From an optimization exercise on the open Yosys and OpenROAD flow, aimed at small area; shortcuts taken in it are not production practice.
Only simulation tests tie the RTL to the original design; equivalence was not proved.
Power figures rest on the tool's default switching activity, not on a simulated workload.

File: flow/config.mk
export PLATFORM = sky130hd
export DESIGN_NAME = kachel_core
export DESIGN_NICKNAME = kachel_core
export VERILOG_FILES = /design/flow/design.v
export SDC_FILE = /design/flow/constraint.sdc
export NUM_CORES = 8
export LEC_CHECK = 0
export CAP_MARGIN = 20
export CORE_MARGIN = 2
export CORE_UTILIZATION = 65
export GPL_ROUTABILITY_DRIVEN = 1
export PLACE_DENSITY = 0.85
export SLEW_MARGIN = 20
export SYNTH_HIERARCHICAL = 1
File: flow/constraint.sdc
create_clock -name core_clock -period 20.0 [get_ports {clk}]
set_input_delay 4.0000 -clock core_clock [delete_from_list [all_inputs] [get_ports {clk}]]
set_output_delay 4.0000 -clock core_clock [all_outputs]
set_load 0.01 [all_outputs]
File: flow/design.v
module kachel_chanmap (
    input  wire       clk,
    input  wire       clr,        
    input  wire       inc,        
    output wire       full,       
    output wire [4:0] pos,        
    output wire [5:0] lane        
);
  reg [1:0] col;
  reg [2:0] x;
  reg [3:0] y;    
  always @(posedge clk) begin
    if (clr) begin
      col <= 2'd0; x <= 3'd0; y <= 4'd0;
    end else if (inc) begin
      if (col == 2'd2) begin
        col <= 2'd0;
        x   <= x + 3'd1;
        if (x == 3'd7) y <= y + 4'd1;
      end else begin
        col <= col + 2'd1;
      end
    end
  end
  assign full = y[3];
  assign pos  = {y[1:0], y[0] ? ~x : x};
  assign lane = {col == 2'd2 &  y[2], col == 2'd2 & ~y[2],
                 col == 2'd1 &  y[2], col == 2'd1 & ~y[2],
                 col == 2'd0 &  y[2], col == 2'd0 & ~y[2]};
endmodule
module kachel_planebuf (
    input  wire       clk,
    input  wire [4:0] ph,         
    input  wire       we,
    input  wire       wbuf,
    input  wire [5:0] wlane,      
    input  wire [4:0] wpos,
    input  wire [7:0] wdata,      
    output wire       wdone,      
    input  wire       fbuf,
    input  wire [2:0] fplane,
    input  wire [2:0] ftap,
    input  wire [1:0] rsel,
    output wire [5:0] rdata       
);
  assign wdone = we && (wpos == ~ph);
  reg  [7:0]  tap_sel;
  reg  [15:0] grp_sel;    
  integer k;
  always @(*) begin
    for (k = 0; k < 8; k = k + 1)
      tap_sel[k] = (ftap == k);
    for (k = 0; k < 16; k = k + 1)
      grp_sel[k] = ({fbuf, fplane} == k);
  end
  genvar l, g, i, t;
  generate
    for (l = 0; l < 6; l = l + 1) begin : g_lane
      wire [31:0] ring [0:15];
      for (g = 0; g < 16; g = g + 1) begin : g_ring
        reg [31:0] r;
        wire wr = wdone && wlane[l] && (wbuf == g[3]);
        always @(posedge clk)
          r <= {r[30:0], wr ? wdata[g[2:0]] : r[31]};
        assign ring[g] = r;
      end
      wire [7:0] z;
      for (i = 0; i < 8; i = i + 1) begin : g_tap
        wire [4:0] n;
        for (t = 0; t < 5; t = t + 1) begin : g_aoi
          kachel_aoi222 u (
              .a0(ring[3*t][4*i+3]),   .s0(grp_sel[3*t]),
              .a1(ring[3*t+1][4*i+3]), .s1(grp_sel[3*t+1]),
              .a2(ring[3*t+2][4*i+3]), .s2(grp_sel[3*t+2]),
              .y_n(n[t]));
        end
        assign z[i] = ~&n | (ring[15][4*i+3] & grp_sel[15]);
      end
      wire feed = |(z & tap_sel);
      reg  [2:0] dl;
      always @(posedge clk)
        dl <= {dl[1:0], feed};
      assign rdata[l] = (rsel == 2'd0) ? feed  :
                        (rsel == 2'd1) ? dl[0] :
                        (rsel == 2'd2) ? dl[1] : dl[2];
    end
  endgenerate
endmodule
module kachel_aoi222 (
    input  wire a0, s0, a1, s1, a2, s2,
    output wire y_n
);
  assign y_n = ~((a0 & s0) | (a1 & s1) | (a2 & s2));
endmodule
module kachel_core (
    input  wire       clk,
    input  wire       rst,         
    input  wire       tick,        
    input  wire       latch_in,    
    input  wire       ser_done,    
    input  wire [7:0] ser_data,    
    output reg  [7:0] drv_data,    
    output reg        drv_clk,     
    output reg        drv_lat,     
    output reg        drv_blank,   
    output reg        front_sel,   
    output reg  [2:0] bam_step     
);
  localparam [5:0]  T_CLR = 6'd4;      
  localparam [2:0] S_CLR1  = 3'd0,    
                   S_ZERO  = 3'd1,    
                   S_CLR2  = 3'd2,    
                   S_CLAT  = 3'd3,    
                   S_CLR3  = 3'd4,    
                   S_IDLE  = 3'd5,    
                   S_LATW  = 3'd6,    
                   S_SHIFT = 3'd7;    
  reg  [2:0]  seq_state;
  reg  [5:0]  seq_cnt;
  reg         tx_buf;
  reg  [2:0]  tx_plane;
  reg         a_zero;
  wire        gie = !drv_blank;      
  reg         tmr_pend;
  reg  [10:0] tmr_cnt;       
  reg         tmr_p0;        
  reg         latch_s, lat_pend;
  reg         ser_flag;
  reg  [7:0]  ser_byte;
  reg         ser_ie, cmd_second;
  reg         cap_q;         
  reg         w_pend;        
  reg         w_done;        
  reg         clr_req;       
  reg         fresh;         
  reg  [4:0]  ph;
  wire tx_idle    = (seq_state == S_IDLE);
  wire svc_timer  = gie && tmr_pend && tx_idle;
  wire svc_latch  = gie && lat_pend && !svc_timer;
  wire svc_serial = gie && ser_ie && ser_flag && !svc_timer && !svc_latch;
  wire resync     = svc_serial && cmd_second;
  wire boot_done  = (seq_state == S_CLR3) && (seq_cnt == T_CLR - 6'd1);
  wire capture    = svc_latch && latch_s && ser_flag;
  wire       cnt_full;
  wire [4:0] map_pos;
  wire [5:0] map_lane;
  wire       wpass;                  
  wire       wreq     = (lat_pend && latch_s && ser_flag) || w_pend;
  wire       ser_load = ser_done && !(svc_latch ? latch_s : ser_ie);
  wire       w_end    = w_pend && !cap_q && (w_done || wpass);
  wire       rx_clear = svc_serial && !fresh;
  wire       clr_now  = (rx_clear || clr_req) && (w_end || !w_pend);
  kachel_chanmap u_map (
      .clk(clk), .clr(rst || (cap_q && cnt_full) || clr_now), .inc(w_end),
      .full(cnt_full), .pos(map_pos), .lane(map_lane));
  wire       in_tx    = (seq_state == S_LATW) ||
                        ((seq_state == S_SHIFT) && (seq_cnt != 6'd63));
  wire       swap_now = cap_q && cnt_full;
  wire       pred_buf = svc_timer ? front_sel : (front_sel ^ swap_now);
  wire [2:0] pred_pl  = (resync ? 3'd0 : bam_step) + 3'd1;
  wire [6:0] nxt      = {1'b0, seq_cnt} + 7'd1;
  wire [4:0] rd_pos   = (seq_state == S_SHIFT) ? nxt[5:1] : 5'd0;
  wire [4:0] rd_slot  = rd_pos + ph;
  wire [5:0] rdata;
  kachel_planebuf u_buf (
      .clk(clk), .ph(ph),
      .we(wreq), .wbuf(~(front_sel ^ cnt_full)), .wlane(map_lane),
      .wpos(map_pos), .wdata(ser_byte), .wdone(wpass),
      .fbuf(in_tx ? tx_buf : pred_buf), .fplane(in_tx ? tx_plane : pred_pl),
      .ftap(rd_slot[4:2]), .rsel(rd_slot[1:0] + 2'd1), .rdata(rdata));
  wire       tx_zero  = a_zero && !tx_buf;
  wire [7:0] tx_rdata = tx_zero ? 8'h00
                                : {1'b0, rdata[5:3], 1'b0, rdata[2:0]};
  always @(posedge clk) begin
    if (rst) ph <= 5'd0;
    else     ph <= ph + 5'd1;
  end
  always @(posedge clk) begin
    if (rst) begin
      seq_state <= S_CLR1;
      seq_cnt   <= 6'd0;
      drv_data  <= 8'h00;
      drv_clk   <= 1'b0;
      drv_lat   <= 1'b0;
      drv_blank <= 1'b1;
    end else begin
      drv_clk <= ((seq_state == S_ZERO) || (seq_state == S_SHIFT)) && seq_cnt[0];
      drv_lat <= (seq_state == S_CLAT) || svc_timer;
      case (seq_state)
        S_CLR1: begin
          seq_cnt <= seq_cnt + 6'd1;
          if (seq_cnt == T_CLR - 6'd1) begin
            seq_cnt   <= 6'd0;
            seq_state <= S_ZERO;
          end
        end
        S_ZERO: begin
          seq_cnt  <= seq_cnt + 6'd1;
          if (seq_cnt == 6'd63) begin
            seq_cnt   <= 6'd0;
            seq_state <= S_CLR2;
          end
        end
        S_CLR2: begin
          seq_cnt <= seq_cnt + 6'd1;
          if (seq_cnt == T_CLR - 6'd1) begin
            seq_cnt   <= 6'd0;
            seq_state <= S_CLAT;
          end
        end
        S_CLAT: begin
          seq_state <= S_CLR3;
        end
        S_CLR3: begin
          seq_cnt <= seq_cnt + 6'd1;
          if (boot_done) begin
            seq_cnt   <= 6'd0;
            drv_blank <= 1'b0;
            seq_state <= S_IDLE;
          end
        end
        S_IDLE: begin
          if (svc_timer)
            seq_state <= S_LATW;
        end
        S_LATW: begin
          seq_cnt   <= 6'd0;
          seq_state <= S_SHIFT;
        end
        S_SHIFT: begin
          if (!seq_cnt[0])
            drv_data <= tx_rdata;
          seq_cnt <= seq_cnt + 6'd1;
          if (seq_cnt == 6'd63)
            seq_state <= S_IDLE;
        end
      endcase
    end
  end
  always @(posedge clk) begin
    if (ser_load)
      ser_byte <= ser_data;
    if (tx_idle && svc_timer) begin
      tx_buf   <= front_sel;
      tx_plane <= bam_step + 3'd1;
    end
  end
  reg        pend_n;
  reg [10:0] cnt_n;
  reg [2:0]  idx_n, step_n;
  reg [10:0] last;         
  always @(*) begin
    pend_n   = tmr_pend;
    cnt_n    = tmr_cnt;
    idx_n    = tmr_p0 ? 3'd0 : bam_step - 3'd1;    
    step_n   = bam_step;
    if (svc_timer) begin
      pend_n   = 1'b0;
      idx_n    = bam_step;
      step_n   = bam_step + 3'd1;
    end else if (resync) begin
      idx_n    = 3'd0;
      step_n   = 3'd0;
    end
    last = (11'd16 << idx_n) - 11'd1;
    if (svc_timer || resync)
      cnt_n = 11'd0;
    if (tick && (gie || boot_done)) begin
      if ((cnt_n & last) == last) begin
        cnt_n  = 11'd0;
        pend_n = 1'b1;
      end else begin
        cnt_n  = cnt_n + 11'd1;
      end
    end
  end
  always @(posedge clk) begin
    if (rst) begin
      tmr_pend   <= 1'b0;
      tmr_cnt    <= 11'd0;
      tmr_p0     <= 1'b1;
      bam_step   <= 3'd0;
    end else begin
      tmr_pend   <= pend_n;
      tmr_cnt    <= cnt_n;
      tmr_p0     <= resync || (tmr_p0 && !svc_timer);
      bam_step   <= step_n;
    end
  end
  always @(posedge clk) begin
    if (rst) begin
      latch_s    <= latch_in;
      lat_pend   <= 1'b0;
      ser_flag   <= 1'b0;
      ser_ie     <= 1'b0;
      cmd_second <= 1'b0;
      cap_q      <= 1'b0;
      w_pend     <= 1'b0;
      w_done     <= 1'b0;
      clr_req    <= 1'b0;
      fresh      <= 1'b0;
      front_sel  <= 1'b0;
      a_zero     <= 1'b1;
    end else begin
      if (svc_latch) begin
        lat_pend <= 1'b0;
        if (latch_s) begin
          if (ser_flag)
            ser_flag <= 1'b0;
          ser_ie <= 1'b1;
        end else begin
          ser_ie     <= 1'b0;
          cmd_second <= 1'b0;
        end
      end
      if (svc_serial) begin
        ser_flag   <= 1'b0;
        cmd_second <= 1'b1;
      end
      latch_s <= latch_in;
      if (latch_in != latch_s)
        lat_pend <= 1'b1;
      if (ser_done)
        ser_flag <= 1'b1;
      cap_q   <= capture;
      clr_req <= (rx_clear || clr_req) && !clr_now;
      if (boot_done)
        fresh <= 1'b1;
      else if (ph == 5'd23)
        fresh <= 1'b0;
      if (cap_q && cnt_full) begin
        front_sel <= ~front_sel;
        if (front_sel)
          a_zero  <= 1'b0;
      end
      if (capture)
        w_pend <= 1'b1;
      else if (w_end)
        w_pend <= 1'b0;
      w_done <= wreq && !w_end && !ser_load && (w_done || wpass);
    end
  end
endmodule
File: flow/flow/run.sh
#!/bin/bash
set -euo pipefail
cd "$(dirname "$0")/.."
W=$(pwd)

# synthesis script: ORFS's synth.tcl with the ABC script swapped, sourced by
# a copy of synth_recipe.tcl
sed "s#^source \$::env(SCRIPTS_DIR)/synth_preamble.tcl\$#&\nset abc_args [lreplace \$abc_args 1 1 $W/flow/abc_area.script]#" \
  "$FLOW_HOME/scripts/synth.tcl" > "$W/synth_area.tcl"
grep -q "abc_area.script" "$W/synth_area.tcl"
sed "s#source \$::env(SCRIPTS_DIR)/synth.tcl#source $W/synth_area.tcl#" \
  "$W/synth_recipe.tcl" > "$W/synth_recipe_area.tcl"
grep -q "synth_area.tcl" "$W/synth_recipe_area.tcl"
sed "s#SYNTH_SCRIPT=[^ ]*#SYNTH_SCRIPT=$W/synth_recipe_area.tcl#" \
  "$W/standard.sh" > "$W/standard_area.sh"
grep -q "synth_recipe_area.tcl" "$W/standard_area.sh"

export CTS_ARGS="-sink_clustering_enable -repair_clock_nets -sink_clustering_size 18 -sink_clustering_max_diameter 40 -buf_list sky130_fd_sc_hd__clkbuf_8 -dont_use_dummy_load"
export BUFFER_PORTS_ARGS="-buffer_cell sky130_fd_sc_hd__buf_1"
bash "$W/standard_area.sh" > "$W/standard.log" 2>&1
File: flow/flow/abc_area.script
strash
dc2
dch -f
amap
topo
strash
dch -f
amap
topo
File: flow/standard.sh
#!/bin/bash
# synth_recipe.tcl (not shown) runs the flow's synth.tcl, then flattens the netlist and writes it again
# the make line also repeats each setting of config.mk as NAME=value (left out here)
make -C /OpenROAD-flow-scripts/flow DESIGN_CONFIG=/design/flow/config.mk WORK_HOME=/design/flow/orfs CLKGATE_MAP_FILE= SYNTH_SCRIPT=/design/flow/synth_recipe.tcl "${@:-finish}"
==> flow_summary.toml, run 1 <==
[floorplanning]
dieWidth_um = 332.1
placement_rows = 120
design.die.area_mm2 = 0.1103
ioPinCount = 28
die-height_um = 332.1
start_util_pct = 65.45
placeableCoreArea_mm2 = 0.1069

[critical_path]
largest_delay_share_family_worst_path = "simple AND/OR/NAND/NOR gates"
worst_setup_path_end_kind = "register"
path_max_fanout = 25
cp.buffers_inverters = 7
cp_data_arrival_time_ns = 8.33
worst_setup_path_category = "reg2reg"
cp-start-kind = "register"
critical_path.slowest_cell = "nor4_1"
cp_slowest_stage_delay_ns = 0.55
cp_data_required_time_ns = 20.79

[min_path]
hold_class = "reg2reg"

[finish]
flow.area_growth_from_synthesis_pct = 7.296
multiInputGateArea_mm2 = 0.006372
post-route-util_pct = 70.22
final_common_cell = "dfxtp_1"
layout.cells.most_common_list = "3,150 x dfxtp_1, 240 x a222oi_1, 208 x clkbuf_8, 200 x nor2_1, 155 x a21oi_1"
drive_gt1_share_pct = 5.850
final-seq-area_mm2 = 0.06342
final_nets = 4514
stdcell_area_mm2 = 0.07507
fillCellCount = 5898

[cts]
tritoncts = "built"
ctsResizeCount = 0
clock_insertion_delay_worst_skew_ns = 0.93
cts_max_level = 4
cts_max_path_buffers = 3
numCtsBuffers = 208
hold_buffers = 0
cts_sinks = 3162
post-cts-setup-buffer-count = 0
clk_transition_reported_paths_ns = 0.11
root_buf_cell = "clkbuf_8"

[timing]
final.hold.worst_slack_ns = 0.2724
final_hold_fails = 0
max_freq_ghz = 0.1327
final-setup-viol-count = 0
final.setup.tns_ns = 0
post-route-min-period_ns = 7.539
setup_repair_after_global_routing_missed_its_margin = "no"
finalClockSkew_ns = 0.1149
transition_at_the_pin_with_the_smallest_max_transition_slack_ns = 1.257
final_critical_path_setup_slack_ns = 12.46
final.period_utilization_pct = 37.69
finalMaxSlewViolations = 0
slew-limit-headroom_pct = 15.71

[detailed_routing]
totalWireLength_mm = 150.0
first_pass_iters = 12
via_per_inst = 5.704
route.antenna.remaining_nets = 0
wl_per_cell_um = 25.50
route.detailed.drc = 0
dr_total_vias = 33564
dr.first_iter.drc_count = 4665

[pwr]
vdd_ir_drop_max_mv = 0.09939
cellLeakagePower_nw = 28.81
power_density_mw_per_mm2 = 121.0
internal_power_mw = 7.253
p_comb_share_pct = 1.0
clockPowerShare_pct = 29.6
switchingPower_mw = 1.831
power.share.sequential_pct = 69.4
switching_share_pct = 20.16

[grt]
grt_start_max_net_pins = 49
grt_usage_pct = 26.77
number_of_antenna_violations_at_the_first_check_in_global_routing = 12
first_global_vias = 33958
grt_pass1_wl_mm = 216.8
gr-total-overflow = 0

[run]
timing.max_cap.violations = 0

[status]
run_status = "no timing/DRC/antenna violations"

[synthesis]
synth_register_bits = 3162
synthCells = 4220
avgSynthCellArea_um2 = 16.58
ys_seq_area_share_pct = 90.64
synth_cell_types = 39
synth-warning-count = 9
synth-edff-count = 12
syn_area_mm2 = 0.06997
dominantRegCellSynth = "dfxtp_1"
postSynth.asyncResetShare_pct = 0

[place]
post_placement_cell_area_mm2 = 0.07217
dp_hpwl_mm = 89.83
gp_congestion = 0.8612
pre_cts_ws_ns = 13.06
buffers_on_ports = 25
==> power groups by stage <==
stage	Combinational (mW)	Clock [mW]	Sequential [mW]
6_report	0.0911	2.69	6.31
5_1_grt	0.0928	2.91	6.31
4_1_cts	0.0857	2.71	6.31
3_5_place_dp	0.0824	0	6.45
3_3_place_gp	0.0716	0	6.45
2_1_floorplan	0.0430	0	6.45
==> path summary, 6_finish.rpt <==
check                                                     start  slack, ns  depth (start not counted)                               to
worst max-delay path                               seq_state[1]      12.46                         28                      drv_data[1]
worst min-delay path            u_buf.g_lane[4].g_ring[8].r[12]       0.27                          0  u_buf.g_lane[4].g_ring[8].r[13]
worst min register to register  u_buf.g_lane[4].g_ring[8].r[12]       0.27                          0  u_buf.g_lane[4].g_ring[8].r[13]
worst max register to register                     seq_state[1]      12.46                         28                      drv_data[1]
==> modules after synthesis (local to each module, per instance) <==
module	flip-flops and latches	area (um2)	cells
kachel_aoi222	0	10.01	1
kachel_chanmap	9	442.9	57
kachel_planebuf	3090	64130	3548
kachel_core	63	2997	375
==> Yosys cell counts (15+ instances only) <==
library cell	count	share of area, %
nand2_1	106	0.57
nand3_1	17	0.12
dfxtp_1	3150	90
o22ai_1	18	0.16
ha_1	19	0.34
a21oi_1	156	1.1
nor3_1	19	0.14
o21ai_0	37	0.26
a222oi_1	240	3.4
a41oi_1	40	0.50
nor2_1	222	1.2
clkinv_1	81	0.43
and3_1	15	0.13
==> metal layers <==
metal	wire length, um	global-route usage (%)	vias to the layer above
li1	-	-	14733
met1	58830	35.04	16366
met2	68380	42.16	1950
met3	15260	6.568	503
met4	7490	12.91	12
met5	91	0	-
==> worst reg2reg max path: cells and delay by family, from the launching register on <==
family	cells	cell delay (ns)
flip-flops	1	0.35
buffers and inverters	7	1.40
AO/OA/AOI/OAI	6	1.84
adder cells (fa/ha/maj)	2	0.52
AND/OR/NAND/NOR	13	3.33
==> through the flow <==
stage	power (mW)	std cells
floorplan	6.494	4221
global placement	6.523	5670
detailed placement	6.535	5672
CTS	9.101	5880
global route	9.316	5883
finish	9.084	5884
==> kinds of logic after synthesis <==
logic type / Yosys count / synth area share, %
buffers and inverters: 85 / 0.4775
AND/OR/NAND/NOR: 404 / 2.375
other: 1 / 0.005360
adder cells (fa/ha/maj): 20 / 0.3684
flip-flops: 3162 / 90.64
AO/OA/AOI/OAI: 548 / 6.130
==> layout make-up <==
type,count,area share (%)
Timing Repair Buffer,54,0.4683
Clock buffer,208,3.813
Multi-Input combinational cell,974,8.488
Sequential cell,3162,84.48
Tap cell,1403,2.338
Inverter,81,0.4050
Antenna cell,2,0.006667
==> state kept, by name, indices dropped and copies added, names as in the netlist, 2 cells and up <==
| register | count |
|---|---|
| bam_step | 3 |
| drv_data | 6 |
| ph | 5 |
| seq_cnt | 6 |
| seq_state | 3 |
| ser_byte | 8 |
| tmr_cnt | 11 |
| tx_plane | 3 |
| u_buf.g_lane.dl | 18 |
| u_buf.g_lane.g_ring.r | 3072 |
| u_map.col | 2 |
| u_map.x | 3 |
| u_map.y | 4 |
==> inputs of run 2 (changes only) <==
--- a/flow/design.v
+++ b/flow/design.v
@@ -119,11 +119,12 @@
   reg  [5:0]  seq_cnt;
   reg         tx_buf;
   reg  [2:0]  tx_plane;
+  reg         tx_zero;
   reg         a_zero;
   wire        gie = !drv_blank;      
   reg         tmr_pend;
   reg  [10:0] tmr_cnt;       
-  reg         tmr_p0;        
+  reg  [2:0]  tmr_idx;       
   reg         latch_s, lat_pend;
   reg         ser_flag;
   reg  [7:0]  ser_byte;
@@ -168,7 +169,6 @@
       .wpos(map_pos), .wdata(ser_byte), .wdone(wpass),
       .fbuf(in_tx ? tx_buf : pred_buf), .fplane(in_tx ? tx_plane : pred_pl),
       .ftap(rd_slot[4:2]), .rsel(rd_slot[1:0] + 2'd1), .rdata(rdata));
-  wire       tx_zero  = a_zero && !tx_buf;
   wire [7:0] tx_rdata = tx_zero ? 8'h00
                                 : {1'b0, rdata[5:3], 1'b0, rdata[2:0]};
   always @(posedge clk) begin
@@ -243,6 +243,7 @@
     if (tx_idle && svc_timer) begin
       tx_buf   <= front_sel;
       tx_plane <= bam_step + 3'd1;
+      tx_zero  <= a_zero && !front_sel;
     end
   end
   reg        pend_n;
@@ -252,7 +253,7 @@
   always @(*) begin
     pend_n   = tmr_pend;
     cnt_n    = tmr_cnt;
-    idx_n    = tmr_p0 ? 3'd0 : bam_step - 3'd1;    
+    idx_n    = tmr_idx;
     step_n   = bam_step;
     if (svc_timer) begin
       pend_n   = 1'b0;
@@ -278,12 +279,12 @@
     if (rst) begin
       tmr_pend   <= 1'b0;
       tmr_cnt    <= 11'd0;
-      tmr_p0     <= 1'b1;
+      tmr_idx    <= 3'd0;
       bam_step   <= 3'd0;
     end else begin
       tmr_pend   <= pend_n;
       tmr_cnt    <= cnt_n;
-      tmr_p0     <= resync || (tmr_p0 && !svc_timer);
+      tmr_idx    <= idx_n;
       bam_step   <= step_n;
     end
   end
@@ -330,8 +331,7 @@
         fresh <= 1'b0;
       if (cap_q && cnt_full) begin
         front_sel <= ~front_sel;
-        if (front_sel)
-          a_zero  <= 1'b0;
+        a_zero    <= 1'b0;
       end
       if (capture)
         w_pend <= 1'b1;
==> flow/run.sh (new file) <==
#!/bin/bash
# synth_recipe.tcl (not shown) runs the flow's synth.tcl, then flattens the netlist and writes it again
# the make line also repeats each setting of config.mk as NAME=value (left out here)
make -C /OpenROAD-flow-scripts/flow DESIGN_CONFIG=/design/flow/config.mk WORK_HOME=/design/flow/orfs CLKGATE_MAP_FILE= SYNTH_SCRIPT=/design/flow/synth_recipe.tcl finish
--- a/flow/config.mk
+++ b/flow/config.mk
@@ -8,6 +8,9 @@
 export CAP_MARGIN = 20
 export CORE_MARGIN = 2
 export CORE_UTILIZATION = 65
+export CTS_BUF_LIST = sky130_fd_sc_hd__clkbuf_8
+export CTS_CLUSTER_DIAMETER = 100
+export CTS_CLUSTER_SIZE = 16
 export GPL_ROUTABILITY_DRIVEN = 1
 export PLACE_DENSITY = 0.85
 export SLEW_MARGIN = 20
removed: flow/flow/run.sh
removed: flow/flow/abc_area.script
removed: flow/standard.sh
==> run 2 against run 1 <==
Net effect:
- still clean
- first-iteration DRC count down 27%
- total power is 0.70% higher
- area after synthesis grew 1.4%
- maximum frequency up 23%
- worst setup slack improved by 1.4 ns
- sequential power barely moved
- via count decreased by 5.7%
- critical path type unchanged
- largest power group unchanged
- highest routed layer unchanged
==> flow_summary.toml, run 2 <==
[finish]
final_cell_count_without_fillers = 5776
final-seq-area_mm2 = 0.06349
final_nets = 4368
post-route-util_pct = 70.13
multiInputGateArea_mm2 = 0.007259
fillCellCount = 6110
drive_gt1_share_pct = 9.220
regMostFlops = "u_buf.g_lane.g_ring.r"
layout_top_registers = "u_buf.g_lane.g_ring.r x3072, u_buf.g_lane.dl x18, tmr_cnt x11"
stdcell_area_mm2 = 0.07613
largest_register_ffs = 3072
final_common_cell = "dfxtp_1"
layout.cells.most_common_list = "3,152 x dfxtp_1, 240 x a222oi_1, 215 x clkbuf_8, 97 x mux2_2, 92 x nand2_1"
flow.area_growth_from_synthesis_pct = 7.358

[synthesis]
yosys.cell_count.top_type = "dfxtp_1"
synthCells = 4125
synth-warning-count = 9
synth_cell_types = 76
yosys.area.top_type = "dfxtp_1"
syn_area_mm2 = 0.07091
dominantRegCellSynth = "dfxtp_1"
avgSynthCellArea_um2 = 17.19
ys_seq_area_share_pct = 89.53
postSynth.asyncResetShare_pct = 0
synth-edff-count = 13
synth_top_cell_area_share_pct = 88.98
synth_top_cells_by_count = "3,152 x dfxtp_1, 240 x a222oi_1, 97 x mux2_2, 92 x nand2_1, 65 x nand3_1"
synth_register_bits = 3165
post_synth_main_area_contributors = "dfxtp_1 89%, a222oi_1 3.4%, mux2_2 1.5%"

[floorplanning]
placeableCoreArea_mm2 = 0.1086
start_util_pct = 65.33
design.die.area_mm2 = 0.1118
die-height_um = 334.3
dieWidth_um = 334.3
ioPinCount = 28
placement_rows = 121

[cts]
post-cts-setup-buffer-count = 0
clk_transition_reported_paths_ns = 0.10
hold_buffers = 0
cts_sinks = 3165
root_buf_cell = "clkbuf_8"
tritoncts = "built"
clock_insertion_delay_worst_skew_ns = 0.92
ctsResizeCount = 0
numCtsBuffers = 215
cts_max_level = 4
cts_max_path_buffers = 3

[timing]
final_hold_fails = 0
post-route-min-period_ns = 6.140
final.hold.worst_slack_ns = 0.3009
transition_at_the_pin_with_the_smallest_max_transition_slack_ns = 1.065
max_freq_ghz = 0.1629
final_critical_path_setup_slack_ns = 13.86
finalClockSkew_ns = 0.04231
setup_repair_after_global_routing_missed_its_margin = "no"
final.setup.tns_ns = 0
final.period_utilization_pct = 30.70
slew-limit-headroom_pct = 29.02
finalMaxSlewViolations = 0
final-setup-viol-count = 0

[grt]
grt_usage_pct = 24.31
globalRouteMet3Util_pct = 4.766
gr-total-overflow = 0
global_route.usage.met2_pct = 40.02
number_of_antenna_violations_at_the_first_check_in_global_routing = 7
gr-usage-met1_pct = 31.14
grt_pass1_wl_mm = 201.1
global_route.peak_usage_layer = "met2"
first_global_vias = 33098
grt_start_max_net_pins = 49

[critical_path]
r2r_end = "drv_data[0]"
worst_setup_path_category = "reg2reg"
worst_setup_path_end_kind = "register"
critical_path.slowest_cell = "or4_4"
cp_data_required_time_ns = 20.79
critical_path.cell_chain = "ha_1, and4_1, a21boi_0, o21ai_1, nor2_1, a21oi_1, nand2b_1, nor2_4, buf_4, a222oi_1, nand3_1, a211oi_1, o22ai_1, or4_4, mux4_2, nand3b_1, a21oi_1"
cp_slowest_stage_delay_ns = 0.64
critPathLaunch = "seq_cnt[0]"
worstRegToRegCells = 17
path_max_fanout = 48
cp-start-kind = "register"
cp_data_arrival_time_ns = 6.93
timing.rr.start = "seq_cnt[0]"
ff2ff_setup_slack_ns = 13.86
critical_path.most_common_cell = "a21oi_1"

[run]
timing.max_cap.violations = 0

[place]
dp.cells = 5534
buffers_on_ports = 25
dp_hpwl_mm = 79.79
post_placement_cell_area_mm2 = 0.07294
pre_cts_ws_ns = 14.01
gp_congestion = 0.8290

[pwr]
cellLeakagePower_nw = 29.90
vdd_ir_drop_max_mv = 0.1288
total_power_mw = 9.148
power_density_mw_per_mm2 = 120.2

[min_path]
min_to = "u_buf.g_lane[2].g_ring[7].r[23]"
holdCritStartpoint = "u_buf.g_lane[2].g_ring[7].r[22]"
min_delay_path_depth = 0
hold_class = "reg2reg"

[status]
run_status = "no timing/DRC/antenna violations"

[detailed_routing]
dr.first_iter.drc_count = 3397
first_pass_iters = 7
via_per_inst = 5.481
dr_total_vias = 31657
totalWireLength_mm = 136.0
route.detailed.drc = 0
route.antenna.remaining_nets = 0
wl_per_cell_um = 23.54
==> run 2: cell types whose count changed in the layout (fill, tap and decap cells not counted), moves of 19 or more <==
cell,delta
mux2_2,+97
buf_1,-25
xor2_1,+22
clkdlybuf4s50_1,+25
nor2_1,-146
a21oi_1,-117
a41oi_1,-40
a211oi_1,+34
clkinv_1,-81
o21ai_0,-19
nand3_1,+48
inv_1,+21
==> run 2: cell families after synthesis <==
group	count (synthesis)	synth area share, %
AO/OA/AOI/OAI	415	5.154
adder cells (fa/ha/maj)	18	0.3282
other	1	0.005288
multiplexers	109	1.817
flip-flops	3165	89.53
buffers and inverters	61	0.3988
AND/OR/NAND/NOR	324	2.368
XOR/XNOR	32	0.3952
==> run 2: worst max path at each step <==
stage | endpoint | slack (ns) | cells after the start
after floorplan | drv_data[0] | 13.42 | 15
after global placement | drv_data[6] | 14.38 | 17
after detailed placement | drv_data[0] | 14.01 | 17
after CTS | drv_data[1] | 13.85 | 1
after global routing | drv_data[6] | 13.68 | 17
final | drv_data[0] | 13.86 | 17
==> run 2: routing by layer <==
layer | share of wire, % | vias to the layer above | routed length (um)
li1 | - | 14394 | -
met1 | 40 | 15693 | 54830
met2 | 48 | 1246 | 65870
met3 | 6.9 | 322 | 9432
met4 | 4.3 | 2 | 5837
met5 | 0.0088 | - | 12
==> run 2: layout make-up <==
cell class | instances | share of cell area (%)
flip-flops and latches | 3165 | 83.40
multi-input cells | 900 | 9.536
clock buffers | 215 | 3.887
well taps | 1414 | 2.324
repair buffers | 44 | 0.5161
clock inverters | 25 | 0.2794
inverters | 11 | 0.05424
diodes | 2 | 0.006574
==> run 2: critical path: cells and delay by family (launching register included) <==
family,cells,cell delay [ns]
AOI/OAI and AO/OA,7,2.41
buffers and inverters,1,0.42
adders and majority gates,1,0.40
muxes,1,0.52
and+or+nand+nor,7,1.79
DFF,1,0.46
==> run 2: report_power, final <==
group / leakage [nW] / internal, mW / switching [mW]
combinational: 2.72 / 0.0183 / 0.0318
clock: 1.68 / 0.983 / 1.80
sequential: 25.5 / 6.31 / 0.0117
==> run 2: Yosys stat by module (local to each module, per instance) <==
module / flops+latches / area, um2
kachel_planebuf: 3090 / 64510
kachel_chanmap: 9 / 498.0
kachel_core: 66 / 3498
kachel_aoi222: 0 / 10.01

## separate check: timing with driven ports
The flow's constraints put no driver on any port. The routed layouts listed below were extracted and timed again, unchanged, in two steps.
Step 1 sets driving cells, clkbuf_16 on the clock port and buf_2 on the other inputs (assumed; they add their load-dependent delay and slew).
Step 2, shift: input delay + t, output delay - t, t = (earliest + latest rising clock arrival at the registers) / 2. This alone moves slack from input paths to output paths.
a / b / c = ideal ports / drivers / drivers and shift; a / b = the first two.
run | shift t [ns] | setup WS [ns] | worst setup path after step 2
run 1 | 0.941 | 12.461 / 12.461 / 12.461 | register to register
run 2 | 0.966 | 13.860 / 13.817 / 13.860 | register to register
After both steps setup and hold are still met in every run listed.
